What follows belongs to an exercise in optimizing a design on an open flow for small area, a short achievable clock period and few clock cycles per item; a production flow would make more cautious choices.
In this exercise RTL edits were held to simulation tests only and were not proved equivalent to the original.

$ cat flow/design.v
module dct8x8 (
    input  wire        clk,
    input  wire        rst,
    input  wire        in_valid,
    output wire        in_ready,
    input  wire [15:0] in_data,
    input  wire        in_inv,
    output wire        out_valid,
    input  wire        out_ready,
    output wire [15:0] out_data
);
    function automatic [3:0] acode(input [2:0] k, input [2:0] n);
        case ({k, n})
            6'o00, 6'o01, 6'o02, 6'o03, 6'o04, 6'o05, 6'o06, 6'o07: acode = 4'h0;
            6'o10: acode = 4'h1; 6'o11: acode = 4'h3; 6'o12: acode = 4'h4; 6'o13: acode = 4'h6;
            6'o14: acode = 4'he; 6'o15: acode = 4'hc; 6'o16: acode = 4'hb; 6'o17: acode = 4'h9;
            6'o20: acode = 4'h2; 6'o21: acode = 4'h5; 6'o22: acode = 4'hd; 6'o23: acode = 4'ha;
            6'o24: acode = 4'ha; 6'o25: acode = 4'hd; 6'o26: acode = 4'h5; 6'o27: acode = 4'h2;
            6'o30: acode = 4'h3; 6'o31: acode = 4'he; 6'o32: acode = 4'h9; 6'o33: acode = 4'hc;
            6'o34: acode = 4'h4; 6'o35: acode = 4'h1; 6'o36: acode = 4'h6; 6'o37: acode = 4'hb;
            6'o40: acode = 4'h0; 6'o41: acode = 4'h8; 6'o42: acode = 4'h8; 6'o43: acode = 4'h0;
            6'o44: acode = 4'h0; 6'o45: acode = 4'h8; 6'o46: acode = 4'h8; 6'o47: acode = 4'h0;
            6'o50: acode = 4'h4; 6'o51: acode = 4'h9; 6'o52: acode = 4'h6; 6'o53: acode = 4'h3;
            6'o54: acode = 4'hb; 6'o55: acode = 4'he; 6'o56: acode = 4'h1; 6'o57: acode = 4'hc;
            6'o60: acode = 4'h5; 6'o61: acode = 4'ha; 6'o62: acode = 4'h2; 6'o63: acode = 4'hd;
            6'o64: acode = 4'hd; 6'o65: acode = 4'h2; 6'o66: acode = 4'ha; 6'o67: acode = 4'h5;
            6'o70: acode = 4'h6; 6'o71: acode = 4'hc; 6'o72: acode = 4'h3; 6'o73: acode = 4'h9;
            6'o74: acode = 4'h1; 6'o75: acode = 4'hb; 6'o76: acode = 4'h4; 6'o77: acode = 4'he;
            default: acode = 4'h0;
        endcase
    endfunction
    reg         ov, f2;      
    reg  [15:0] f0, f1;
    wire        oen = ~f2;
    reg  [5:0]  in_cnt;
    reg         ib;
    reg         xv;
    reg  [15:0] xd;
    reg         xinv;
    reg  [5:0]  xidx;
    reg         xbank;
    reg  [3:0]  tx_cnt;
    reg  [2:0]  tx_row;
    reg         tx_bank;
    reg         tx_inv;
    reg  [1:0]  full;
    reg  [1:0]  binv;
    reg  [2:0]  ph;
    always @(posedge clk)
        if (rst)
            ph <= 3'd0;
        else
            ph <= ph + 3'd1;
    reg  in_ready_r;
    assign in_ready = in_ready_r;
    wire in_acc = in_valid & in_ready_r;
    always @(posedge clk) begin
        xd    <= in_data;
        xinv  <= in_inv;
        xidx  <= in_cnt;
        xbank <= ib;
        if (rst) begin
            in_cnt <= 6'd0;
            ib     <= 1'b0;
            xv     <= 1'b0;
        end else begin
            xv <= in_acc;
            if (in_acc) begin
                in_cnt <= in_cnt + 6'd1;
                if (in_cnt == 6'd63)
                    ib <= ~ib;
            end
        end
    end
    wire [30:0] xp [0:6];
    mcm #(.W(16)) u_mcm1 (.x(xd),
        .p0(xp[0]), .p1(xp[1]), .p2(xp[2]), .p3(xp[3]), .p4(xp[4]), .p5(xp[5]), .p6(xp[6]));
    reg         yv1;
    reg  [15:0] yd1;
    reg         yinv1;
    reg  [5:0]  yidx1;
    reg         ybank1;
    reg  [26:0] yp1 [0:6];
    reg  [3:0]  ycd1 [0:7];      
    reg  [7:0]  yhit1;           
    reg         yfirst1;         
    integer pi;
    always @(posedge clk) begin
        for (pi = 0; pi < 8; pi = pi + 1) begin
            ycd1[pi]  <= acode(pi[2:0], xidx[2:0]);
            yhit1[pi] <= (xidx[2:0] == pi[2:0]);
        end
        yfirst1 <= (xidx[2:0] == 3'd0);
        yv1    <= rst ? 1'b0 : xv;
        yd1    <= xd;
        yinv1  <= xinv;
        yidx1  <= xidx;
        ybank1 <= xbank;
        for (pi = 0; pi < 7; pi = pi + 1)
            yp1[pi] <= xp[pi][26:0];
    end
    wire [2:0]  xn = yidx1[2:0];
    reg  [29:0] acc     [0:7];
    reg  [29:0] acc_nxt [0:7];
    wire [29:0] acc_sum [0:7];
    genvar ga;
    generate
        for (ga = 0; ga < 8; ga = ga + 1) begin : g_acc
            wire [3:0]  cd   = ycd1[ga];
            wire [26:0] pr27 = yp1[cd[2:0]];
            wire [29:0] pr   = {{3{pr27[26]}}, pr27} ^ {30{cd[3]}};
            wire [29:0] base = yfirst1 ? 30'd256 : acc[ga];
            sk_add #(.W(30)) u_add (.a(base), .b(pr), .cin(cd[3]), .s(acc_sum[ga]));
        end
    endgenerate
    integer v;
    always @* begin
        for (v = 0; v < 8; v = v + 1) begin
            if (yinv1)
                acc_nxt[v] = yhit1[v] ? {{5{yd1[15]}}, yd1, 9'd0} : acc[v];
            else
                acc_nxt[v] = acc_sum[v];
        end
    end
    always @(posedge clk)
        if (yv1)
            for (v = 0; v < 8; v = v + 1)
                acc[v] <= acc_nxt[v];
    reg  [20:0] tx [0:7];
    wire tx_load  = yv1 & (xn == 3'd7);
    wire tx_drain = (tx_cnt != 4'd0) & ~full[tx_bank];
    wire tx_fin   = tx_drain & (tx_cnt == 4'd1) & (tx_row == 3'd7);
    wire [20:0] txo = tx[ph];
    integer ti;
    always @(posedge clk) begin
        if (tx_load) begin
            for (ti = 0; ti < 8; ti = ti + 1)
                tx[ti] <= acc_nxt[ti][29:9];
            tx_row  <= yidx1[5:3];
            tx_bank <= ybank1;
            tx_inv  <= yinv1;
        end
        if (rst)
            tx_cnt <= 4'd0;
        else if (tx_load)
            tx_cnt <= 4'd8;
        else if (tx_drain)
            tx_cnt <= tx_cnt - 4'd1;
    end
    reg         c_busy;
    reg  [5:0]  c_cnt;
    reg         rb;
    wire        c_go   = c_busy & (ph == c_cnt[2:0]);
    wire        c_adv  = oen & c_go;
    wire        c_last = c_adv & (c_cnt == 6'd63);
    always @(posedge clk) begin
        if (tx_fin)
            binv[tx_bank] <= tx_inv;
        if (rst) begin
            full   <= 2'b00;
            c_busy <= 1'b0;
            c_cnt  <= 6'd0;
            rb     <= 1'b0;
        end else begin
            if (tx_fin)
                full[tx_bank] <= 1'b1;
            if (c_last)
                full[rb] <= 1'b0;
            if (oen) begin
                if (c_busy) begin
                    if (c_go)
                        c_cnt <= c_cnt + 6'd1;
                    if (c_go && c_cnt == 6'd63) begin
                        rb     <= ~rb;
                        c_busy <= full[~rb] | (tx_fin & (tx_bank == ~rb));
                    end
                end else begin
                    c_busy <= full[rb] | (tx_fin & (tx_bank == rb));
                    c_cnt  <= 6'd0;
                end
            end
        end
    end
    wire [20:0] hd0 [0:7];
    wire [20:0] hd1 [0:7];
    genvar gr;
    generate
        for (gr = 0; gr < 8; gr = gr + 1) begin : g_row
            reg  [167:0] q0, q1;
            wire tx0 = tx_drain & (tx_bank == 1'b0) & (tx_row == gr);
            wire tx1 = tx_drain & (tx_bank == 1'b1) & (tx_row == gr);
            always @(posedge clk) begin
                q0 <= {(tx0 ? txo : q0[20:0]), q0[167:21]};
                q1 <= {(tx1 ? txo : q1[20:0]), q1[167:21]};
            end
            assign hd0[gr] = q0[20:0];
            assign hd1[gr] = q1[20:0];
        end
    endgenerate
    wire        c_inv0 = binv[rb];
    wire signed [20:0] h [0:7];
    genvar gh;
    generate
        for (gh = 0; gh < 8; gh = gh + 1) begin : g_h
            assign h[gh] = rb ? hd1[gh] : hd0[gh];
        end
    endgenerate
    wire [21:0] fe [0:3];
    wire [21:0] fo [0:3];
    genvar gb;
    generate
        for (gb = 0; gb < 4; gb = gb + 1) begin : g_bf
            wire [21:0] hx = {h[gb][20], h[gb]};
            wire [21:0] hy = {h[7-gb][20], h[7-gb]};
            sk_add #(.W(22)) u_e (.a(hx), .b(hy),  .cin(1'b0), .s(fe[gb]));
            sk_add #(.W(22)) u_o (.a(hx), .b(~hy), .cin(1'b1), .s(fo[gb]));
        end
    endgenerate
    wire signed [21:0] fe0 = fe[0], fe1 = fe[1], fe2 = fe[2], fe3 = fe[3];
    wire signed [21:0] fo0 = fo[0], fo1 = fo[1], fo2 = fo[2], fo3 = fo[3];
    reg         va1;
    reg         cinv;
    reg  [5:0]  c_idx1;
    reg  signed [21:0] u0, u1, u2, u3, w0, w1, w2, w3;
    always @(posedge clk) begin
        if (rst)
            va1 <= 1'b0;
        else if (oen)
            va1 <= c_go;
        if (oen) begin
            cinv   <= c_inv0;
            c_idx1 <= c_cnt;
            u0 <= c_inv0 ? h[0] : fe0;
            u1 <= c_inv0 ? h[4] : fe1;
            u2 <= c_inv0 ? h[2] : fe2;
            u3 <= c_inv0 ? h[6] : fe3;
            w0 <= c_inv0 ? h[1] : fo0;
            w1 <= c_inv0 ? h[3] : fo1;
            w2 <= c_inv0 ? h[5] : fo2;
            w3 <= c_inv0 ? h[7] : fo3;
        end
    end
    wire [2:0]  co = c_idx1[5:3];
    wire [22:0] u0x = {u0[21], u0}, u1x = {u1[21], u1}, u2x = {u2[21], u2}, u3x = {u3[21], u3};
    wire [22:0] z0s, z1s, was, wbs;
    sk_add #(.W(23)) u_z0 (.a(u0x), .b(u3x),  .cin(1'b0), .s(z0s));
    sk_add #(.W(23)) u_z1 (.a(u1x), .b(u2x),  .cin(1'b0), .s(z1s));
    sk_add #(.W(23)) u_wa (.a(u0x), .b(~u3x), .cin(1'b1), .s(was));
    sk_add #(.W(23)) u_wb (.a(u1x), .b(~u2x), .cin(1'b1), .s(wbs));
    wire signed [22:0] z0 = cinv ? u0x : z0s;
    wire signed [22:0] z1 = cinv ? u1x : z1s;
    wire signed [22:0] wa = cinv ? u2x : was;
    wire signed [22:0] wb = cinv ? u3x : wbs;
    wire        e1448 = cinv | (co == 3'd0) | (co == 3'd4);
    wire        s4    = cinv ? (co == 3'd1 || co == 3'd2 || co == 3'd5 || co == 3'd6) : (co == 3'd4);
    wire [23:0] mzs;
    sk_add #(.W(24)) u_mz (.a({z0[22], z0}), .b({z1[22], z1} ^ {24{s4}}), .cin(s4), .s(mzs));
    wire signed [23:0] mz  = mzs;
    wire signed [23:0] mA  = e1448 ? mz : 24'sd0;
    wire        epat = cinv | (co == 3'd2) | (co == 3'd6);
    wire        pat1 = cinv ? (co == 3'd1 || co == 3'd2 || co == 3'd5 || co == 3'd6) : (co == 3'd6);
    wire        npat = cinv & (co == 3'd2 || co == 3'd3 || co == 3'd4 || co == 3'd5);
    wire signed [22:0] pp  = pat1 ? wb : wa;
    wire signed [22:0] qq  = pat1 ? wa : wb;
    wire        sp  = epat & (pat1 ^ npat);
    wire        sq  = epat & npat;
    wire [22:0] pA  = epat ? (pp ^ {23{sp}}) : 23'd0;
    wire [22:0] qA  = epat ? (qq ^ {23{sq}}) : 23'd0;
    wire        eodd = cinv | co[0];
    wire [1:0]  oi   = cinv ? (co[2] ? ~co[1:0] : co[1:0]) : co[2:1];
    wire        nodd = cinv & co[2];
    reg  signed [21:0] oa, ob, oc, od;
    reg         na, nb, nc, nd;
    always @* begin
        case (oi)
            2'd0: begin oa = w0; na = 1'b0; ob = w1; nb = 1'b0; oc = w2; nc = 1'b0; od = w3; nd = 1'b0; end
            2'd1: begin oa = w2; na = 1'b1; ob = w0; nb = 1'b0; oc = w3; nc = 1'b1; od = w1; nd = 1'b1; end
            2'd2: begin oa = w1; na = 1'b1; ob = w3; nb = 1'b0; oc = w0; nc = 1'b0; od = w2; nd = 1'b0; end
            default: begin oa = w3; na = 1'b1; ob = w2; nb = 1'b0; oc = w1; nc = 1'b1; od = w0; nd = 1'b0; end
        endcase
    end
    wire        sa = eodd & (na ^ nodd);
    wire        sb = eodd & (nb ^ nodd);
    wire        sc = eodd & (nc ^ nodd);
    wire        sd = eodd & (nd ^ nodd);
    wire [21:0] aA = eodd ? (oa ^ {22{sa}}) : 22'd0;
    wire [21:0] bA = eodd ? (ob ^ {22{sb}}) : 22'd0;
    wire [21:0] cA = eodd ? (oc ^ {22{sc}}) : 22'd0;
    wire [21:0] dA = eodd ? (od ^ {22{sd}}) : 22'd0;
    reg         va;
    reg         a_inv;
    reg  [5:0]  a_idx;
    reg  [23:0] ra_m;
    reg  [22:0] ra_p, ra_q;
    reg  [21:0] ra_a, ra_b, ra_c, ra_d;
    reg  [5:0]  ra_s;    
    reg  [14:0] ra_corr;
    reg  [14:0] corr_a;
    always @* begin
        case ({cinv, co})
            4'd0: corr_a = 15'd16395;
            4'd1: corr_a = 15'd16395;
            4'd2: corr_a = 15'd16395;
            4'd3: corr_a = 15'd19942;
            4'd4: corr_a = 15'd16395;
            4'd5: corr_a = 15'd18404;
            4'd6: corr_a = 15'd18287;
            4'd7: corr_a = 15'd19542;
            4'd8: corr_a = 15'd267;
            4'd9: corr_a = 15'd5706;
            4'd10: corr_a = 15'd3060;
            4'd11: corr_a = 15'd6090;
            4'd12: corr_a = 15'd5046;
            4'd13: corr_a = 15'd4292;
            4'd14: corr_a = 15'd3862;
            4'd15: corr_a = 15'd5517;
            default: corr_a = 15'd0;
        endcase
    end
    always @(posedge clk) begin
        if (rst)
            va <= 1'b0;
        else if (oen)
            va <= va1;
        if (oen) begin
            a_inv <= cinv;
            a_idx <= c_idx1;
            ra_m  <= mA;
            ra_p  <= pA;
            ra_q  <= qA;
            ra_a  <= aA;
            ra_b  <= bA;
            ra_c  <= cA;
            ra_d  <= dA;
            ra_s  <= {sp, sq, sa, sb, sc, sd};
            ra_corr <= corr_a;
        end
    end
    wire signed [30:0] m31 = {{7{ra_m[23]}}, ra_m};
    wire signed [30:0] p31 = {{8{ra_p[22]}}, ra_p};
    wire signed [30:0] q31 = {{8{ra_q[22]}}, ra_q};
    wire signed [30:0] a31 = {{9{ra_a[21]}}, ra_a};
    wire signed [30:0] b31 = {{9{ra_b[21]}}, ra_b};
    wire signed [30:0] c31 = {{9{ra_c[21]}}, ra_c};
    wire signed [30:0] d31 = {{9{ra_d[21]}}, ra_d};
    wire [30:0] t0 = (m31 << 10);
    wire [30:0] t1 = (m31 << 9);
    wire [30:0] t2 = ~(m31 << 6);
    wire [30:0] t3 = ~(m31 << 4);
    wire [30:0] t4 = ~(m31 << 3);
    wire [30:0] t5 = (p31 << 11);
    wire [30:0] t6 = ~(p31 << 7);
    wire [30:0] t7 = ~(p31 << 5);
    wire [30:0] t8 = (p31 << 2);
    wire [30:0] t9 = (q31 << 9);
    wire [30:0] t10 = (q31 << 8);
    wire [30:0] t11 = (q31 << 4);
    wire [30:0] t12 = (a31 << 11);
    wire [30:0] t13 = ~(a31 << 5);
    wire [30:0] t14 = ~(a31 << 3);
    wire [30:0] t15 = a31;
    wire [30:0] t16 = (b31 << 11);
    wire [30:0] t17 = ~(b31 << 9);
    wire [30:0] t18 = (b31 << 7);
    wire [30:0] t19 = (b31 << 5);
    wire [30:0] t20 = (b31 << 3);
    wire [30:0] t21 = ~b31;
    wire [30:0] t22 = (c31 << 10);
    wire [30:0] t23 = (c31 << 7);
    wire [30:0] t24 = ~(c31 << 4);
    wire [30:0] t25 = (c31 << 1);
    wire [30:0] t26 = (d31 << 9);
    wire [30:0] t27 = ~(d31 << 7);
    wire [30:0] t28 = (d31 << 4);
    wire [30:0] tk = {16'd0, ra_corr};
    wire [30:0] s0_0 = t0 ^ t1 ^ t2;
    wire [30:0] k0_0 = ((t0 & t1) | (t0 & t2) | (t1 & t2)) << 1;
    wire [30:0] s0_3 = t3 ^ t4 ^ t5;
    wire [30:0] k0_3 = ((t3 & t4) | (t3 & t5) | (t4 & t5)) << 1;
    wire [30:0] s0_6 = t6 ^ t7 ^ t8;
    wire [30:0] k0_6 = ((t6 & t7) | (t6 & t8) | (t7 & t8)) << 1;
    wire [30:0] s0_9 = t9 ^ t10 ^ t11;
    wire [30:0] k0_9 = ((t9 & t10) | (t9 & t11) | (t10 & t11)) << 1;
    wire [30:0] s0_12 = t12 ^ t13 ^ t14;
    wire [30:0] k0_12 = ((t12 & t13) | (t12 & t14) | (t13 & t14)) << 1;
    wire [30:0] s0_15 = t15 ^ t16 ^ t17;
    wire [30:0] k0_15 = ((t15 & t16) | (t15 & t17) | (t16 & t17)) << 1;
    wire [30:0] s0_18 = t18 ^ t19 ^ t20;
    wire [30:0] k0_18 = ((t18 & t19) | (t18 & t20) | (t19 & t20)) << 1;
    wire [30:0] s0_21 = t21 ^ t22 ^ t23;
    wire [30:0] k0_21 = ((t21 & t22) | (t21 & t23) | (t22 & t23)) << 1;
    wire [30:0] s0_24 = t24 ^ t25 ^ t26;
    wire [30:0] k0_24 = ((t24 & t25) | (t24 & t26) | (t25 & t26)) << 1;
    wire [30:0] s0_27 = t27 ^ t28 ^ tk;
    wire [30:0] k0_27 = ((t27 & t28) | (t27 & tk) | (t28 & tk)) << 1;
    wire [30:0] s1_0 = s0_0 ^ k0_0 ^ s0_3;
    wire [30:0] k1_0 = ((s0_0 & k0_0) | (s0_0 & s0_3) | (k0_0 & s0_3)) << 1;
    wire [30:0] s1_3 = k0_3 ^ s0_6 ^ k0_6;
    wire [30:0] k1_3 = ((k0_3 & s0_6) | (k0_3 & k0_6) | (s0_6 & k0_6)) << 1;
    wire [30:0] s1_6 = s0_9 ^ k0_9 ^ s0_12;
    wire [30:0] k1_6 = ((s0_9 & k0_9) | (s0_9 & s0_12) | (k0_9 & s0_12)) << 1;
    wire [30:0] s1_9 = k0_12 ^ s0_15 ^ k0_15;
    wire [30:0] k1_9 = ((k0_12 & s0_15) | (k0_12 & k0_15) | (s0_15 & k0_15)) << 1;
    wire [30:0] s1_12 = s0_18 ^ k0_18 ^ s0_21;
    wire [30:0] k1_12 = ((s0_18 & k0_18) | (s0_18 & s0_21) | (k0_18 & s0_21)) << 1;
    wire [30:0] s1_15 = k0_21 ^ s0_24 ^ k0_24;
    wire [30:0] k1_15 = ((k0_21 & s0_24) | (k0_21 & k0_24) | (s0_24 & k0_24)) << 1;
    wire [30:0] s2_0 = s1_0 ^ k1_0 ^ s1_3;
    wire [30:0] k2_0 = ((s1_0 & k1_0) | (s1_0 & s1_3) | (k1_0 & s1_3)) << 1;
    wire [30:0] s2_3 = k1_3 ^ s1_6 ^ k1_6;
    wire [30:0] k2_3 = ((k1_3 & s1_6) | (k1_3 & k1_6) | (s1_6 & k1_6)) << 1;
    wire [30:0] s2_6 = s1_9 ^ k1_9 ^ s1_12;
    wire [30:0] k2_6 = ((s1_9 & k1_9) | (s1_9 & s1_12) | (k1_9 & s1_12)) << 1;
    wire [30:0] s2_9 = k1_12 ^ s1_15 ^ k1_15;
    wire [30:0] k2_9 = ((k1_12 & s1_15) | (k1_12 & k1_15) | (s1_15 & k1_15)) << 1;
    wire [30:0] s3_0 = s2_0 ^ k2_0 ^ s2_3;
    wire [30:0] k3_0 = ((s2_0 & k2_0) | (s2_0 & s2_3) | (k2_0 & s2_3)) << 1;
    wire [30:0] s3_3 = k2_3 ^ s2_6 ^ k2_6;
    wire [30:0] k3_3 = ((k2_3 & s2_6) | (k2_3 & k2_6) | (s2_6 & k2_6)) << 1;
    wire [30:0] s3_6 = s2_9 ^ k2_9 ^ s0_27;
    wire [30:0] k3_6 = ((s2_9 & k2_9) | (s2_9 & s0_27) | (k2_9 & s0_27)) << 1;
    wire [30:0] s4_0 = s3_0 ^ k3_0 ^ s3_3;
    wire [30:0] k4_0 = ((s3_0 & k3_0) | (s3_0 & s3_3) | (k3_0 & s3_3)) << 1;
    wire [30:0] s4_3 = k3_3 ^ s3_6 ^ k3_6;
    wire [30:0] k4_3 = ((k3_3 & s3_6) | (k3_3 & k3_6) | (s3_6 & k3_6)) << 1;
    wire [30:0] s5_0 = s4_0 ^ k4_0 ^ s4_3;
    wire [30:0] k5_0 = ((s4_0 & k4_0) | (s4_0 & s4_3) | (k4_0 & s4_3)) << 1;
    wire [30:0] s6_0 = s5_0 ^ k5_0 ^ k4_3;
    wire [30:0] k6_0 = ((s5_0 & k5_0) | (s5_0 & k4_3) | (k5_0 & k4_3)) << 1;
    wire [30:0] s7_0 = s6_0 ^ k6_0 ^ k0_27;
    wire [30:0] k7_0 = ((s6_0 & k6_0) | (s6_0 & k0_27) | (k6_0 & k0_27)) << 1;
    wire [30:0] csa_s = s7_0;
    wire [30:0] csa_c = k7_0;
    reg         vb;
    reg         b_inv;
    reg  [2:0]  b_k;
    reg  [30:0] rsum_s, rsum_c;
    wire [30:0] rsum;
    sk_add #(.W(31)) u_rsum (.a(rsum_s), .b(rsum_c), .cin(1'b0), .s(rsum));
    always @(posedge clk) begin
        if (rst)
            vb <= 1'b0;
        else if (oen)
            vb <= va;
        if (oen) begin
            b_inv <= a_inv;
            b_k   <= a_idx[2:0];
            rsum_s <= csa_s;
            rsum_c <= csa_c;
        end
    end
    reg         vb2;
    reg         b2_inv;
    reg  [2:0]  b2_k;
    reg  [30:0] rs2;
    always @(posedge clk) begin
        if (rst)
            vb2 <= 1'b0;
        else if (oen)
            vb2 <= vb;
        if (oen) begin
            b2_inv <= b_inv;
            b2_k   <= b_k;
            rs2    <= rsum;
        end
    end
    wire [20:0] tt = rs2[29:9];
    wire [30:0] tp [0:6];
    mcm #(.W(21)) u_mcm2 (.x(tt),
        .p0(tp[0]), .p1(tp[1]), .p2(tp[2]), .p3(tp[3]), .p4(tp[4]), .p5(tp[5]), .p6(tp[6]));
    reg  [30:0] tpr [0:6];
    reg         cv;
    reg         c_inv;
    reg  [2:0]  c_k;
    reg         c_odd, c_first;
    reg  [3:0]  c_cd [0:3];
    reg  [15:0] yreg0;
    integer pj;
    always @(posedge clk) begin
        if (rst)
            cv <= 1'b0;
        else if (oen)
            cv <= vb2;
        if (oen) begin
            c_inv <= b2_inv;
            c_k   <= b2_k;
            c_odd <= b2_k[0];
            c_first <= (b2_k == 3'd0) | (b2_k == 3'd1);
            for (pj = 0; pj < 4; pj = pj + 1)
                c_cd[pj] <= acode(b2_k, pj[2:0]);
            yreg0 <= rs2[30:15];
            for (pj = 0; pj < 7; pj = pj + 1)
                tpr[pj] <= tp[pj];
        end
    end
    reg  [30:0] ea [0:3];
    reg  [30:0] oa2 [0:3];
    reg         r2_done;
    wire [30:0] r2_nxt [0:3];
    genvar gc;
    generate
        for (gc = 0; gc < 4; gc = gc + 1) begin : g_r2
            wire [3:0]  cd2   = c_cd[gc];
            wire [30:0] pr2   = tpr[cd2[2:0]] ^ {31{cd2[3]}};
            wire [30:0] base2 = c_odd ? (c_first ? 31'd0 : oa2[gc]) : (c_first ? 31'd16384 : ea[gc]);
            sk_add #(.W(31)) u_add (.a(base2), .b(pr2), .cin(cd2[3]), .s(r2_nxt[gc]));
        end
    endgenerate
    integer c;
    wire r2_en = oen & cv & c_inv;
    always @(posedge clk) begin
        if (r2_en)
            for (c = 0; c < 4; c = c + 1) begin
                if (c_odd)
                    oa2[c] <= r2_nxt[c];
                else
                    ea[c] <= r2_nxt[c];
            end
        if (rst)
            r2_done <= 1'b0;
        else if (oen)
            r2_done <= cv & c_inv & (c_k == 3'd7);
    end
    wire [30:0] ysum [0:7];
    genvar gy;
    generate
        for (gy = 0; gy < 4; gy = gy + 1) begin : g_y
            sk_add #(.W(31)) u_p (.a(ea[gy]), .b(oa2[gy]),  .cin(1'b0), .s(ysum[gy]));
            sk_add #(.W(31)) u_m (.a(ea[gy]), .b(~oa2[gy]), .cin(1'b1), .s(ysum[7 - gy]));
        end
    endgenerate
    reg  [15:0] yreg;
    reg         yv;
    reg  [15:0] sq_d [0:7];
    reg  [7:0]  sv;
    integer si;
    always @(posedge clk) begin
        if (oen) begin
            yreg <= yreg0;
            if (r2_done) begin
                for (si = 0; si < 8; si = si + 1)
                    sq_d[si] <= ysum[si][30:15];
            end else begin
                for (si = 0; si < 7; si = si + 1)
                    sq_d[si] <= sq_d[si+1];
                sq_d[7] <= yreg;
            end
        end
        if (rst) begin
            yv <= 1'b0;
            sv <= 8'd0;
        end else if (oen) begin
            yv <= cv & ~c_inv;
            if (r2_done)
                sv <= 8'hff;
            else
                sv <= {yv, sv[7:1]};
        end
    end
    wire push = oen & sv[0];
    wire pop  = ov & out_ready;
    always @(posedge clk) begin
        if (rst) begin
            ov <= 1'b0;
            f2 <= 1'b0;
        end else begin
            if (~ov | pop)
                ov <= push | f2;
            f2 <= f2 ? ~pop : (ov & push & ~pop);
        end
        if (~ov | pop)
            f0 <= f2 ? f1 : sq_d[0];
        if (~f2)
            f1 <= sq_d[0];
    end
    assign out_valid = ov;
    assign out_data  = f0;
    wire [5:0] in_cnt_n  = rst ? 6'd0 : in_acc ? in_cnt + 6'd1 : in_cnt;
    wire [3:0] tx_cnt_n  = rst ? 4'd0 : tx_load ? 4'd8 : tx_drain ? tx_cnt - 4'd1 : tx_cnt;
    wire       tx_bank_n = tx_load ? ybank1 : tx_bank;
    wire [1:0] full_n;
    assign full_n[0] = ~rst & ((tx_fin & ~tx_bank) | (full[0] & ~(c_last & ~rb)));
    assign full_n[1] = ~rst & ((tx_fin &  tx_bank) | (full[1] & ~(c_last &  rb)));
    wire       tx_ok_n   = (tx_cnt_n == 4'd0) | ((tx_cnt_n <= 4'd3) & ~full_n[tx_bank_n]);
    always @(posedge clk)
        in_ready_r <= ~((in_cnt_n[2:0] == 3'd7) & ~tx_ok_n);
endmodule
module mcm #(parameter W = 16) (
    input  wire [W-1:0] x,
    output wire [30:0]  p0,
    output wire [30:0]  p1,
    output wire [30:0]  p2,
    output wire [30:0]  p3,
    output wire [30:0]  p4,
    output wire [30:0]  p5,
    output wire [30:0]  p6
);
    wire [30:0] x1 = {{(31-W){x[W-1]}}, x};
    wire [30:0] x3, x5, x7, x9;
    sk_add #(.W(31)) u_x3 (.a(x1 << 1), .b(x1),  .cin(1'b0), .s(x3));
    sk_add #(.W(31)) u_x5 (.a(x1 << 2), .b(x1),  .cin(1'b0), .s(x5));
    sk_add #(.W(31)) u_x7 (.a(x1 << 3), .b(~x1), .cin(1'b1), .s(x7));
    sk_add #(.W(31)) u_x9 (.a(x1 << 3), .b(x1),  .cin(1'b0), .s(x9));
    add3 u_p0 (.a(x9 << 7),  .b(x9 << 5),   .c(x1 << 3),   .cin(2'd0), .s(p0));    
    add3 u_p1 (.a(x1 << 11), .b(~(x1 << 5)), .c(~x7),      .cin(2'b11), .s(p1));    
    add3 u_p2 (.a(x1 << 11), .b(~(x1 << 7)), .c(~(x7 << 2)), .cin(2'b11), .s(p2));  
    add3 u_p3 (.a(x3 << 9),  .b(x5 << 5),   .c(x7),        .cin(2'd0), .s(p3));    
    add3 u_p4 (.a(x1 << 10), .b(x1 << 7),   .c(~(x7 << 1)), .cin(2'b01), .s(p4));   
    sk_add #(.W(31)) u_p5 (.a(x3 << 8), .b(x1 << 4), .cin(1'b0), .s(p5));        
    sk_add #(.W(31)) u_p6 (.a(x3 << 7), .b(x1 << 4), .cin(1'b0), .s(p6));        
endmodule
module add3 (
    input  wire [30:0] a,
    input  wire [30:0] b,
    input  wire [30:0] c,
    input  wire [1:0]  cin,
    output wire [30:0] s
);
    wire [30:0] ps = a ^ b ^ c;
    wire [30:0] pc = {((a[29:0] & b[29:0]) | (a[29:0] & c[29:0]) | (b[29:0] & c[29:0])), cin[1]};
    sk_add #(.W(31)) u_add (.a(ps), .b(pc), .cin(cin[0]), .s(s));
endmodule
module sk_add #(parameter W = 31) (
    input  wire [W-1:0] a,
    input  wire [W-1:0] b,
    input  wire         cin,
    output wire [W-1:0] s
);
    localparam L = (W > 16) ? 5 : (W > 8) ? 4 : (W > 4) ? 3 : 2;    
    wire [W-1:0] p0 = a ^ b;
    wire [W-1:0] g0 = a & b;
    wire [W-1:0] gg [0:L];
    wire [W-1:0] pp [0:L];
    assign gg[0] = {g0[W-1:1], g0[0] | (p0[0] & cin)};
    assign pp[0] = p0;
    genvar l, i;
    generate
        for (l = 0; l < L; l = l + 1) begin : g_lvl
            for (i = 0; i < W; i = i + 1) begin : g_bit
                if ((i >> l) & 1) begin : g_node
                    assign gg[l+1][i] = gg[l][i] | (pp[l][i] & gg[l][((i >> l) << l) - 1]);
                    assign pp[l+1][i] = pp[l][i] & pp[l][((i >> l) << l) - 1];
                end else begin : g_pass
                    assign gg[l+1][i] = gg[l][i];
                    assign pp[l+1][i] = pp[l][i];
                end
            end
        end
    endgenerate
    assign s = p0 ^ {gg[L][W-2:0], cin};
endmodule
$ cat flow/flow/run.sh
#!/bin/bash
# Standard layout, with the timing repair steps aiming for extra setup slack.
set -uo pipefail
export SETUP_SLACK_MARGIN=9.5
export TNS_END_PERCENT=100
bash standard.sh > standard.log 2>&1
$ cat flow/standard.sh
#!/bin/bash
# synth_recipe.tcl (not shown) runs the flow's synth.tcl, then flattens the netlist and writes it again
# the make line also repeats each setting of config.mk as NAME=value (left out here)
make -C /OpenROAD-flow-scripts/flow DESIGN_CONFIG=/design/flow/config.mk WORK_HOME=/design/flow/orfs CLKGATE_MAP_FILE= SYNTH_SCRIPT=/design/flow/synth_recipe.tcl "${@:-finish}"
$ cat flow/config.mk
export PLATFORM = sky130hd
export DESIGN_NAME = dct8x8
export DESIGN_NICKNAME = dct8x8
export VERILOG_FILES = /design/flow/design.v
export SDC_FILE = /design/flow/constraint.sdc
export NUM_CORES = 4
export LEC_CHECK = 0
export CAP_MARGIN = 20
export CORE_MARGIN = 2
export CORE_UTILIZATION = 40
export PLACE_DENSITY = 0.6
export SLEW_MARGIN = 20
$ cat flow/constraint.sdc
create_clock -name core_clock -period 14.0 [get_ports {clk}]
set_input_delay 2.8000 -clock core_clock [delete_from_list [all_inputs] [get_ports {clk}]]
set_output_delay 2.8000 -clock core_clock [all_outputs]
set_load 0.01 [all_outputs]
==> flow_summary.yaml, run 1 <==
status:
  status: "finished clean"
grt:
  grtUsageMet1_pct: 30.5
  track_usage_pct: 22.4
  use_met2_pct: 35.5
  grt_pass1_vias: 145557
  overflow: 0
  antenna_found_initial: 13
  grt_pass1_wl_um: 932000
  grt_util_met3_pct: 3.84
  grt-busiest-layer: "met2"
  grt_start_max_net_pins: 141
routing:
  dr_total_vias: 147230
  drt_wl_total_um: 638000
  drc: 0
  drtAntennaViolNets: 0
  vias_per_cell: 5.34
  avgRoutedWirePerCell_um: 23.2
  drt_iter0_markers: 13974
  first_pass_iters: 10
yosys:
  synth-seq-area-share_pct: 48.2
  syn_area_um2: 216000
  synth-edff-count: 1482
  ys_warn_count: 26
  syn_nets: 21436
  synthCells: 19010
  syn_avg_cell_area_um2: 11.4
  async_reset_ff_share_pct: 0
  netlist-cell-type-count: 98
  ys.flop_type: "dfxtp_1"
  synth_seq_cells: 4452
floorplanning:
  die_h_um: 738
  die_width_um: 738
  start_util_pct: 40.2
  pin_count: 39
  dieArea_um2: 545000
  coreArea_um2: 537000
  core.rowCount: 269
clocking:
  cts-root-buf: "clkbuf_16"
  h-tree-depth: 5
  hold_buffers: 0
  cts_buffer_depth: 4
  cts.reportedPaths.clkPinSlew_ps: 60
  cts_buffers: 446
  cts.sinks: 4452
  cts_tree: "yes"
  clock_latency_ps: 1060
placement:
  port_buffers: 38
  gp_congestion: 0.952
  dp_hpwl_um: 436000
worst_setup_path:
  critical-path-max-stage-delay_ps: 410
  crit_path_start_kind: "flop"
  worstSetupPathType: "reg2reg"
  slowest_stage: "edfxtp_1"
  crit_required_ps: 14740
  crit_path_end_kind: "flop"
  cp_max_fo: 4
  worstPathArrival_ps: 6160
timing:
  clock_skew_ps: 138
  rsz0062_at_grt: "yes"
  hold_ws_ps: 237
  finalCriticalPeriod_ps: 5420
  drv_slew: 0
  hold_viol: 0
  max_slew_margin_pct: 13.1
  post-route-period-util_pct: 38.7
  setup_viol: 0
  max_slew.worst_pin.slew_ps: 1300
  fmax_mhz: 184
  setup_tns_ps: 0
layout:
  utilization_pct: 48.5
  area_growth_pct: 20.6
  drive_above_1_share_pct: 21.3
  final_nets: 22428
  fillers: 47604
hold_path:
  min_path_type: "reg2reg"
run:
  maxCapViolCount: 0
## through the flow
step / instances / instance area [um2] / setup slack (ps)
3_3_place_gp: 25711 / 225000 / 6860
5_1_grt: 27568 / 260000 / 8320
4_1_cts: 27246 / 254000 / 8520
3_5_place_dp: 25711 / 225000 / 6920
6_report: 27570 / 260000 / 8580
2_1_floorplan: 19010 / 216000 / 7770
## cells in the final DEF (no fill, tap or decap), drive strengths merged, types with 119 or more instances in the layout
cell	instances
a21o	271
a21oi	1104
a221oi	231
a22oi	154
buf	1250
clkbuf	623
clkinv	141
dfxtp	2970
edfxtp	1482
fa	938
ha	1467
inv	1707
mux2	651
mux2i	484
nand2	570
nand2b	125
nand3	153
nor2	1567
nor2b	359
nor3	185
o21a	119
o21ai	693
o21bai	151
xnor2	927
xor2	516
## cells in the mapped netlist, drive strengths merged (31+ instances only)
| master | number | share of area (%) |
|---|---|---|
| and2 | 62 | 0.18 |
| a21boi | 39 | 0.14 |
| a21oi | 1103 | 2.6 |
| o21a | 119 | 0.41 |
| o21ai | 693 | 1.6 |
| nand2 | 570 | 0.99 |
| nand3 | 153 | 0.35 |
| ha | 1467 | 8.5 |
| a41oi | 31 | 0.13 |
| edfxtp | 1482 | 21 |
| or3 | 51 | 0.15 |
| a222oi | 35 | 0.16 |
| o21bai | 151 | 0.53 |
| nor3 | 185 | 0.43 |
| a221oi | 231 | 0.95 |
| a211oi | 87 | 0.31 |
| inv | 1701 | 3.0 |
| a31oi | 101 | 0.30 |
| o211ai | 36 | 0.13 |
| fa | 938 | 8.7 |
| o32ai | 70 | 0.28 |
| xor2 | 516 | 2.1 |
| buf | 163 | 0.29 |
| nor2 | 1567 | 2.7 |
| clkbuf | 616 | 1.1 |
| a22oi | 154 | 0.54 |
| dfxtp | 2970 | 28 |
| or2 | 68 | 0.20 |
| and3 | 67 | 0.19 |
| xnor2 | 927 | 3.8 |
| nand2b | 125 | 0.36 |
| a21o | 271 | 0.94 |
| mux2 | 651 | 3.4 |
| nor2b | 357 | 1.0 |
| o31ai | 35 | 0.12 |
| mux4 | 39 | 0.41 |
| o22ai | 116 | 0.34 |
| mux2i | 484 | 2.2 |
| nand4 | 89 | 0.26 |
## final timing paths
path,end,cells after the start,slack (ps),startpoint
hold reg to reg,g_row[6].q0[80]$_DFF_P_,0,240,g_row[6].q0[101]$_DFF_P_
hold / removal,g_row[6].q0[80]$_DFF_P_,0,240,g_row[6].q0[101]$_DFF_P_
setup reg to reg,tpr[3][30]$_DFFE_PN_,28,8580,rs2[9]$_DFFE_PN_
setup / recovery,tpr[3][30]$_DFFE_PN_,28,8580,rs2[9]$_DFFE_PN_
## cell type report
type / instances / area (um2) / area share, %
clock buffer: 607 / 12900 / 4.94
multi-input combinational: 12073 / 111000 / 42.8
sequential: 4452 / 104000 / 40.0
timing repair buffer: 1319 / 13600 / 5.24
clock inverter: 221 / 2720 / 1.04
antenna: 7 / 17.5 / 0.00673
tap: 7181 / 8980 / 3.45
inverter: 1710 / 6630 / 2.55
## worst max-delay path: cells and delay by family, from the launching register on
family | cells | cell delay [ps]
adder cells (fa/ha/maj) | 4 | 970
buffers and inverters | 4 | 410
XOR/XNOR | 4 | 670
AND/OR/NAND/NOR | 5 | 860
AO/OA/AOI/OAI | 11 | 1840
flip-flops | 1 | 410
## registers in the layout, summed over array words and instances (netlist names), 24 cells and up, named ones only
register	cells
g_row.q1	1344
tx	168
acc	235
tpr	186
rsum_s	29
oa2	124
sq_d	128
yp1	154
g_row.q0	1344
ea	124
ra_m	24
rsum_c	29
## layer usage
| layer | wire, um | part of all wire [%] | up-vias |
|---|---|---|---|
| met1 | 277000 | 43 | 72305 |
| met2 | 284000 | 44 | 5561 |
| met5 | 44 | 0.0069 | - |
| met3 | 46900 | 7.3 | 1531 |
| met4 | 30200 | 4.7 | 6 |
| li1 | - | - | 67827 |
## kinds of logic after synthesis
kind of cell	Yosys count	synth area share [%]
AO/OA/AOI/OAI	3615	11.0
XOR/XNOR	1443	5.86
adder cells (fa/ha/maj)	2407	17.2
buffers and inverters	2489	4.34
flip-flops	4452	48.2
multiplexers	1174	6.05
AND/OR/NAND/NOR	3430	7.38
## repair_timing
action,in CTS,in global routing
resized for setup,1735,757
setup endpoints to repair,905,553
pin swaps,753,614
setup buffers,659,300
gates cloned,48,17
Testbench counts, summed over its fixed seeds: cycles 33,528, blocks 512.
==> run 2, diff against run 1 <==
--- a/flow/design.v
+++ b/flow/design.v
@@ -74,4 +74,24 @@
     end
+    wire [30:0] xm3, xm5, xm7, xm9;
+    mcm_a #(.W(16)) u_mcm1a (.x(xd), .x3(xm3), .x5(xm5), .x7(xm7), .x9(xm9));
+    reg         zv;
+    reg         zinv;
+    reg  [5:0]  zidx;
+    reg         zbank;
+    reg  [15:0] zx1;
+    reg  [19:0] zx3, zx5, zx7, zx9;
+    always @(posedge clk) begin
+        zv    <= rst ? 1'b0 : xv;
+        zinv  <= xinv;
+        zidx  <= xidx;
+        zbank <= xbank;
+        zx1   <= xd;
+        zx3   <= xm3[19:0];
+        zx5   <= xm5[19:0];
+        zx7   <= xm7[19:0];
+        zx9   <= xm9[19:0];
+    end
     wire [30:0] xp [0:6];
-    mcm #(.W(16)) u_mcm1 (.x(xd),
+    mcm_b u_mcm1b (.x1({{15{zx1[15]}}, zx1}), .x3({{11{zx3[19]}}, zx3}), .x5({{11{zx5[19]}}, zx5}),
+        .x7({{11{zx7[19]}}, zx7}), .x9({{11{zx9[19]}}, zx9}),
         .p0(xp[0]), .p1(xp[1]), .p2(xp[2]), .p3(xp[3]), .p4(xp[4]), .p5(xp[5]), .p6(xp[6]));
@@ -89,11 +109,11 @@
         for (pi = 0; pi < 8; pi = pi + 1) begin
-            ycd1[pi]  <= acode(pi[2:0], xidx[2:0]);
-            yhit1[pi] <= (xidx[2:0] == pi[2:0]);
+            ycd1[pi]  <= acode(pi[2:0], zidx[2:0]);
+            yhit1[pi] <= (zidx[2:0] == pi[2:0]);
         end
-        yfirst1 <= (xidx[2:0] == 3'd0);
-        yv1    <= rst ? 1'b0 : xv;
-        yd1    <= xd;
-        yinv1  <= xinv;
-        yidx1  <= xidx;
-        ybank1 <= xbank;
+        yfirst1 <= (zidx[2:0] == 3'd0);
+        yv1    <= rst ? 1'b0 : zv;
+        yd1    <= zx1;
+        yinv1  <= zinv;
+        yidx1  <= zidx;
+        ybank1 <= zbank;
         for (pi = 0; pi < 7; pi = pi + 1)
@@ -220,2 +240,4 @@
     wire signed [21:0] fo0 = fo[0], fo1 = fo[1], fo2 = fo[2], fo3 = fo[3];
+    reg         e1448, s4, epat, pat1, npat, eodd, nodd;
+    reg  [1:0]  oi;
     reg         va1;
@@ -232,2 +254,10 @@
             c_idx1 <= c_cnt;
+            e1448 <= c_inv0 | (c_cnt[5:3] == 3'd0) | (c_cnt[5:3] == 3'd4);
+            s4 <= c_inv0 ? (c_cnt[5:3] == 3'd1 || c_cnt[5:3] == 3'd2 || c_cnt[5:3] == 3'd5 || c_cnt[5:3] == 3'd6) : (c_cnt[5:3] == 3'd4);
+            epat <= c_inv0 | (c_cnt[5:3] == 3'd2) | (c_cnt[5:3] == 3'd6);
+            pat1 <= c_inv0 ? (c_cnt[5:3] == 3'd1 || c_cnt[5:3] == 3'd2 || c_cnt[5:3] == 3'd5 || c_cnt[5:3] == 3'd6) : (c_cnt[5:3] == 3'd6);
+            npat <= c_inv0 & (c_cnt[5:3] == 3'd2 || c_cnt[5:3] == 3'd3 || c_cnt[5:3] == 3'd4 || c_cnt[5:3] == 3'd5);
+            eodd <= c_inv0 | c_cnt[3];
+            nodd <= c_inv0 & c_cnt[5];
+            oi <= c_inv0 ? (c_cnt[5] ? ~c_cnt[4:3] : c_cnt[4:3]) : c_cnt[5:4];
             u0 <= c_inv0 ? h[0] : fe0;
@@ -244,20 +274,19 @@
     wire [22:0] u0x = {u0[21], u0}, u1x = {u1[21], u1}, u2x = {u2[21], u2}, u3x = {u3[21], u3};
-    wire [22:0] z0s, z1s, was, wbs;
-    sk_add #(.W(23)) u_z0 (.a(u0x), .b(u3x),  .cin(1'b0), .s(z0s));
-    sk_add #(.W(23)) u_z1 (.a(u1x), .b(u2x),  .cin(1'b0), .s(z1s));
+    wire [22:0] was, wbs;
     sk_add #(.W(23)) u_wa (.a(u0x), .b(~u3x), .cin(1'b1), .s(was));
     sk_add #(.W(23)) u_wb (.a(u1x), .b(~u2x), .cin(1'b1), .s(wbs));
-    wire signed [22:0] z0 = cinv ? u0x : z0s;
-    wire signed [22:0] z1 = cinv ? u1x : z1s;
     wire signed [22:0] wa = cinv ? u2x : was;
     wire signed [22:0] wb = cinv ? u3x : wbs;
-    wire        e1448 = cinv | (co == 3'd0) | (co == 3'd4);
-    wire        s4    = cinv ? (co == 3'd1 || co == 3'd2 || co == 3'd5 || co == 3'd6) : (co == 3'd4);
+    wire [23:0] e0 = {{2{u0[21]}}, u0};
+    wire [23:0] e3 = cinv ? 24'd0 : {{2{u3[21]}}, u3};
+    wire [23:0] e1 = {{2{u1[21]}}, u1} ^ {24{s4}};
+    wire [23:0] e2 = cinv ? 24'd0 : ({{2{u2[21]}}, u2} ^ {24{s4}});
+    wire [23:0] cs1 = e0 ^ e3 ^ e1;
+    wire [23:0] cc1 = {((e0[22:0] & e3[22:0]) | (e0[22:0] & e1[22:0]) | (e3[22:0] & e1[22:0])), s4};
+    wire [23:0] cs2 = cs1 ^ cc1 ^ e2;
+    wire [23:0] cc2 = {((cs1[22:0] & cc1[22:0]) | (cs1[22:0] & e2[22:0]) | (cc1[22:0] & e2[22:0])), s4 & ~cinv};
     wire [23:0] mzs;
-    sk_add #(.W(24)) u_mz (.a({z0[22], z0}), .b({z1[22], z1} ^ {24{s4}}), .cin(s4), .s(mzs));
+    sk_add #(.W(24)) u_mz (.a(cs2), .b(cc2), .cin(1'b0), .s(mzs));
     wire signed [23:0] mz  = mzs;
     wire signed [23:0] mA  = e1448 ? mz : 24'sd0;
-    wire        epat = cinv | (co == 3'd2) | (co == 3'd6);
-    wire        pat1 = cinv ? (co == 3'd1 || co == 3'd2 || co == 3'd5 || co == 3'd6) : (co == 3'd6);
-    wire        npat = cinv & (co == 3'd2 || co == 3'd3 || co == 3'd4 || co == 3'd5);
     wire signed [22:0] pp  = pat1 ? wb : wa;
@@ -268,5 +297,2 @@
     wire [22:0] qA  = epat ? (qq ^ {23{sq}}) : 23'd0;
-    wire        eodd = cinv | co[0];
-    wire [1:0]  oi   = cinv ? (co[2] ? ~co[1:0] : co[1:0]) : co[2:1];
-    wire        nodd = cinv & co[2];
     reg  signed [21:0] oa, ob, oc, od;
@@ -429,6 +455,5 @@
     wire [30:0] k6_0 = ((s5_0 & k5_0) | (s5_0 & k4_3) | (k5_0 & k4_3)) << 1;
-    wire [30:0] s7_0 = s6_0 ^ k6_0 ^ k0_27;
-    wire [30:0] k7_0 = ((s6_0 & k6_0) | (s6_0 & k0_27) | (k6_0 & k0_27)) << 1;
-    wire [30:0] csa_s = s7_0;
-    wire [30:0] csa_c = k7_0;
+    wire [30:0] csa_0 = s6_0;
+    wire [30:0] csa_1 = k6_0;
+    wire [30:0] csa_2 = k0_27;
     reg         vb;
@@ -436,5 +461,5 @@
     reg  [2:0]  b_k;
-    reg  [30:0] rsum_s, rsum_c;
+    reg  [30:0] rsum_0, rsum_1, rsum_2;
     wire [30:0] rsum;
-    sk_add #(.W(31)) u_rsum (.a(rsum_s), .b(rsum_c), .cin(1'b0), .s(rsum));
+    add3 u_rsum (.a(rsum_0), .b(rsum_1), .c(rsum_2), .cin(2'd0), .s(rsum));
     always @(posedge clk) begin
@@ -447,4 +472,5 @@
             b_k   <= a_idx[2:0];
-            rsum_s <= csa_s;
-            rsum_c <= csa_c;
+            rsum_0 <= csa_0;
+            rsum_1 <= csa_1;
+            rsum_2 <= csa_2;
         end
@@ -467,4 +493,29 @@
     wire [20:0] tt = rs2[29:9];
+    wire [30:0] tm3, tm5, tm7, tm9;
+    mcm_a #(.W(21)) u_mcm2a (.x(tt), .x3(tm3), .x5(tm5), .x7(tm7), .x9(tm9));
+    reg         mv;
+    reg         m_inv;
+    reg  [2:0]  m_k;
+    reg  [15:0] m_hi;
+    reg  [20:0] mx1;
+    reg  [24:0] mx3, mx5, mx7, mx9;
+    always @(posedge clk) begin
+        if (rst)
+            mv <= 1'b0;
+        else if (oen)
+            mv <= vb2;
+        if (oen) begin
+            m_inv <= b2_inv;
+            m_k   <= b2_k;
+            m_hi  <= rs2[30:15];
+            mx1   <= tt;
+            mx3   <= tm3[24:0];
+            mx5   <= tm5[24:0];
+            mx7   <= tm7[24:0];
+            mx9   <= tm9[24:0];
+        end
+    end
     wire [30:0] tp [0:6];
-    mcm #(.W(21)) u_mcm2 (.x(tt),
+    mcm_b u_mcm2b (.x1({{10{mx1[20]}}, mx1}), .x3({{6{mx3[24]}}, mx3}), .x5({{6{mx5[24]}}, mx5}),
+        .x7({{6{mx7[24]}}, mx7}), .x9({{6{mx9[24]}}, mx9}),
         .p0(tp[0]), .p1(tp[1]), .p2(tp[2]), .p3(tp[3]), .p4(tp[4]), .p5(tp[5]), .p6(tp[6]));
@@ -482,11 +533,11 @@
         else if (oen)
-            cv <= vb2;
+            cv <= mv;
         if (oen) begin
-            c_inv <= b2_inv;
-            c_k   <= b2_k;
-            c_odd <= b2_k[0];
-            c_first <= (b2_k == 3'd0) | (b2_k == 3'd1);
+            c_inv <= m_inv;
+            c_k   <= m_k;
+            c_odd <= m_k[0];
+            c_first <= (m_k == 3'd0) | (m_k == 3'd1);
             for (pj = 0; pj < 4; pj = pj + 1)
-                c_cd[pj] <= acode(b2_k, pj[2:0]);
-            yreg0 <= rs2[30:15];
+                c_cd[pj] <= acode(m_k, pj[2:0]);
+            yreg0 <= m_hi;
             for (pj = 0; pj < 7; pj = pj + 1)
@@ -577,3 +628,2 @@
     assign out_data  = f0;
-    wire [5:0] in_cnt_n  = rst ? 6'd0 : in_acc ? in_cnt + 6'd1 : in_cnt;
     wire [3:0] tx_cnt_n  = rst ? 4'd0 : tx_load ? 4'd8 : tx_drain ? tx_cnt - 4'd1 : tx_cnt;
@@ -583,18 +633,15 @@
     assign full_n[1] = ~rst & ((tx_fin &  tx_bank) | (full[1] & ~(c_last &  rb)));
-    wire       tx_ok_n   = (tx_cnt_n == 4'd0) | ((tx_cnt_n <= 4'd3) & ~full_n[tx_bank_n]);
+    wire       tx_ok_n   = (tx_cnt_n == 4'd0) | ((tx_cnt_n <= 4'd4) & ~full_n[tx_bank_n]);
+    wire       last_n    = in_acc ? (in_cnt[2:0] == 3'd6) : (in_cnt[2:0] == 3'd7);
     always @(posedge clk)
-        in_ready_r <= ~((in_cnt_n[2:0] == 3'd7) & ~tx_ok_n);
+        in_ready_r <= rst | ~(last_n & ~tx_ok_n);
 endmodule
-module mcm #(parameter W = 16) (
+module mcm_a #(parameter W = 16) (
     input  wire [W-1:0] x,
-    output wire [30:0]  p0,
-    output wire [30:0]  p1,
-    output wire [30:0]  p2,
-    output wire [30:0]  p3,
-    output wire [30:0]  p4,
-    output wire [30:0]  p5,
-    output wire [30:0]  p6
+    output wire [30:0]  x3,
+    output wire [30:0]  x5,
+    output wire [30:0]  x7,
+    output wire [30:0]  x9
 );
     wire [30:0] x1 = {{(31-W){x[W-1]}}, x};
-    wire [30:0] x3, x5, x7, x9;
     sk_add #(.W(31)) u_x3 (.a(x1 << 1), .b(x1),  .cin(1'b0), .s(x3));
@@ -603,2 +650,17 @@
     sk_add #(.W(31)) u_x9 (.a(x1 << 3), .b(x1),  .cin(1'b0), .s(x9));
+endmodule
+module mcm_b (
+    input  wire [30:0] x1,
+    input  wire [30:0] x3,
+    input  wire [30:0] x5,
+    input  wire [30:0] x7,
+    input  wire [30:0] x9,
+    output wire [30:0] p0,
+    output wire [30:0] p1,
+    output wire [30:0] p2,
+    output wire [30:0] p3,
+    output wire [30:0] p4,
+    output wire [30:0] p5,
+    output wire [30:0] p6
+);
     add3 u_p0 (.a(x9 << 7),  .b(x9 << 5),   .c(x1 << 3),   .cin(2'd0), .s(p0));    
--- a/flow/flow/run.sh
+++ b/flow/flow/run.sh
@@ -3,3 +3,3 @@
 set -uo pipefail
-export SETUP_SLACK_MARGIN=9.5
+export SETUP_SLACK_MARGIN=9.7
 export TNS_END_PERCENT=100
--- a/flow/config.mk
+++ b/flow/config.mk
@@ -9,4 +9,4 @@
 export CORE_MARGIN = 2
-export CORE_UTILIZATION = 40
-export PLACE_DENSITY = 0.6
+export CORE_UTILIZATION = 50
+export PLACE_DENSITY = 0.65
 export SLEW_MARGIN = 20
==> flow_summary.yaml, run 2 <==
yosys:
  yosys-top-cells-count: "3063 x dfxtp_1, 1861 x inv_1, 1633 x edfxtp_1"
  netlist-cell-type-count: 87
  syn_area_um2: 221000
  synth_seq_cells: 4696
  synth-seq-area-share_pct: 49.9
  ys_warn_count: 26
  ys.flop_type: "dfxtp_1"
  synth-edff-count: 1633
  synthMostInstantiatedCell: "dfxtp_1"
  synthCells: 19148
  synth_area_leader_cell: "dfxtp_1"
  synth_area_leaders: "dfxtp_1 28%, edfxtp_1 22%, fa_1 9.3%, ha_1 7.9%, xnor2_1 3.4%"
  syn_nets: 21597
  async_reset_ff_share_pct: 0
  synth_top_cell_area_share_pct: 27.7
  syn_avg_cell_area_um2: 11.5
floorplanning:
  die_width_um: 669
  core.rowCount: 244
  pin_count: 39
  start_util_pct: 50.1
  coreArea_um2: 441000
  die_h_um: 669
  dieArea_um2: 448000
placement:
  placed_area_um2: 228000
  gp_congestion: 1.00
  port_buffers: 38
  dp_hpwl_um: 451000
timing:
  max_slew.worst_pin.slew_ps: 1110
  drv_slew: 0
  post-route-period-util_pct: 34.2
  setup_viol: 0
  clock_skew_ps: 160
  max_slew_margin_pct: 23.8
  rsz0062_at_grt: "yes"
  setup_tns_ps: 0
  fmax_mhz: 209
  finalCriticalPeriod_ps: 4790
  hold_viol: 0
clocking:
  cts.sinks: 4696
  cts.reportedPaths.clkPinSlew_ps: 60
  clock_latency_ps: 1100
  cts_tree: "yes"
  cts_buffers: 459
  h-tree-depth: 5
  cts-root-buf: "clkbuf_16"
  cts_buffer_depth: 4
run:
  maxCapViolCount: 0
grt:
  grt_util_met3_pct: 5.81
  use_met2_pct: 45.1
  grt_pass1_vias: 144806
  track_usage_pct: 28.1
  overflow: 0
  grtUsageMet1_pct: 37.0
  grt_pass1_wl_um: 940000
  grt_start_max_net_pins: 194
  antenna_found_initial: 13
  grt-busiest-layer: "met2"
worst_setup_path:
  worst-path-stages: 15
  worstPathArrival_ps: 5560
  critical-path-max-stage-delay_ps: 580
  path_common_cell: "fa_2"
  critPathTopFamily: "adder cells"
  path_cells: "clkinvlp_4, buf_6, buf_6, buf_6, fa_1, inv_2, fa_2, fa_2, inv_2, fa_2, inv_2, fa_2, fa_1, inv_2, fa_2"
  crit_path_start_kind: "flop"
  cp_max_fo: 3
  rr_worst_depth: 15
  worstSetupPathType: "reg2reg"
  crit_path_end_kind: "flop"
  slowest_stage: "fa_2"
  critPathBufInv: 8
  crit_required_ps: 14770
layout:
  mostFrequentLayoutCell: "dfxtp_1"
  multi_input_area_um2: 107000
  regArea_um2: 110000
  top_regs: "g_row.q0 x1344, g_row.q1 x1344, acc x235"
  fillers: 35502
  final_nets: 22446
  design_area_um2: 260000
  area_growth_pct: 17.8
  drive_above_1_share_pct: 17.4
  layout_common_cells: "3028 x dfxtp_1, 1737 x inv_1, 1633 x edfxtp_1"
hold_path:
  holdPathStages: 0
  min_path_type: "reg2reg"
routing:
  drc: 0
  drt_wl_total_um: 653000
  vias_per_cell: 5.60
  drtAntennaViolNets: 0
  dr_total_vias: 147249
  first_pass_iters: 12
  avgRoutedWirePerCell_um: 24.8
  drt_iter0_markers: 14086
status:
  status: "finished clean"
[run 2: worst reg2reg max path, delay by kind of cell (launching register included)]
family                     cells  cell delay (ps)
buffers and inverters          8              670
adders and majority gates      7             3470
DFF                            1              420
[run 2: what timing repair did]
item                       in CTS  in global routing
resized for setup            1152                796
setup endpoints to repair     878                495
setup buffers                 408                374
hold buffers                    0                  0
gates cloned                   55                 32
pin swaps                     349                521
[run 2: path summary, 6_finish.rpt]
check                      startpoint                      end  slack [ps]
max            ra_b[10]$_SDFFCE_PN0N_     rsum_0[19]$_DFFE_PN_        9210
min          g_row[5].q1[109]$_DFF_P_  g_row[5].q1[88]$_DFF_P_         180
max reg2reg    ra_b[10]$_SDFFCE_PN0N_     rsum_0[19]$_DFFE_PN_        9210
min reg2reg  g_row[5].q1[109]$_DFF_P_  g_row[5].q1[88]$_DFF_P_         180
[run 2: through the flow]
stage / setup WS (ps) / utilization (%) / std cells / hold slack (ps)
floorplan: 8830 / - / 19148 / 310
global placement: 7490 / 51.8 / 24570 / 309
detailed placement: 7410 / 51.8 / 24571 / 312
CTS: 9180 / 57.5 / 25899 / 151
global route: 9100 / 59.0 / 26306 / 166
finish: 9210 / 59.0 / 26315 / 185
[run 2: cells by family (layout without fill, tap and decap cells)]
logic type | after synthesis | count (layout) | synth area share [%]
multiplexers | 1009 | 1009 | 5.55
buffers and inverters | 2629 | 3881 | 4.46
XOR/XNOR | 1352 | 1352 | 5.36
AO/OA/AOI/OAI | 3549 | 3549 | 10.1
AND/OR/NAND/NOR | 3483 | 3484 | 7.36
other | 0 | 10 | 0
adder cells (fa/ha/maj) | 2430 | 2430 | 17.2
flip-flops | 4696 | 4696 | 49.9
[run 2: final cells by class]
| class | count | area share (%) |
|---|---|---|
| Antenna cell | 10 | 0.00961 |
| Timing Repair inverter | 4 | 0.0139 |
| Sequential cell | 4696 | 42.4 |
| Tap cell | 5904 | 2.84 |
| Timing Repair Buffer | 1139 | 4.80 |
| Multi-Input combinational cell | 11824 | 41.0 |
| Clock inverter | 214 | 1.02 |
| Clock buffer | 651 | 5.18 |
| Inverter | 1873 | 2.79 |
[run 2: metal layers]
layer | vias up | part of all wire (%)
li1 | 67446 | -
met1 | 72133 | 41
met2 | 5931 | 45
met3 | 1729 | 8.3
met4 | 10 | 5.7
met5 | - | 0.040
Testbench counts of run 2, summed over its fixed seeds: cycles 33,536, blocks 512.

==> port drivers added, routing unchanged <==
In the flow no input, the clock included, has a driving cell. The finished layouts below were timed again as built, in two steps.
Step 1 (the two cells are an assumption about what drives the block):
set clk [get_ports {clk}]
set_driving_cell -lib_cell sky130_fd_sc_hd__clkbuf_16 $clk
set_driving_cell -lib_cell sky130_fd_sc_hd__buf_2 [delete_from_list [all_inputs] $clk]
Step 2, shift: input delay + t, output delay - t, t = (earliest + latest rising clock arrival at the registers) / 2. This alone moves slack from input paths to output paths.
Three values: ideal, step 1, step 2; two values: the first two.
run	t, ns	setup slack, ns	worst hold slack (ns)	pins driven straight from the clock port
run 1	1.133	8.577 / 8.577 / 8.577	0.237 / 0.237 / 0.237	1
run 2	1.123	9.208 / 9.208 / 9.208	0.185 / 0.185 / 0.185	1
After both steps setup and hold are still met in every run listed.
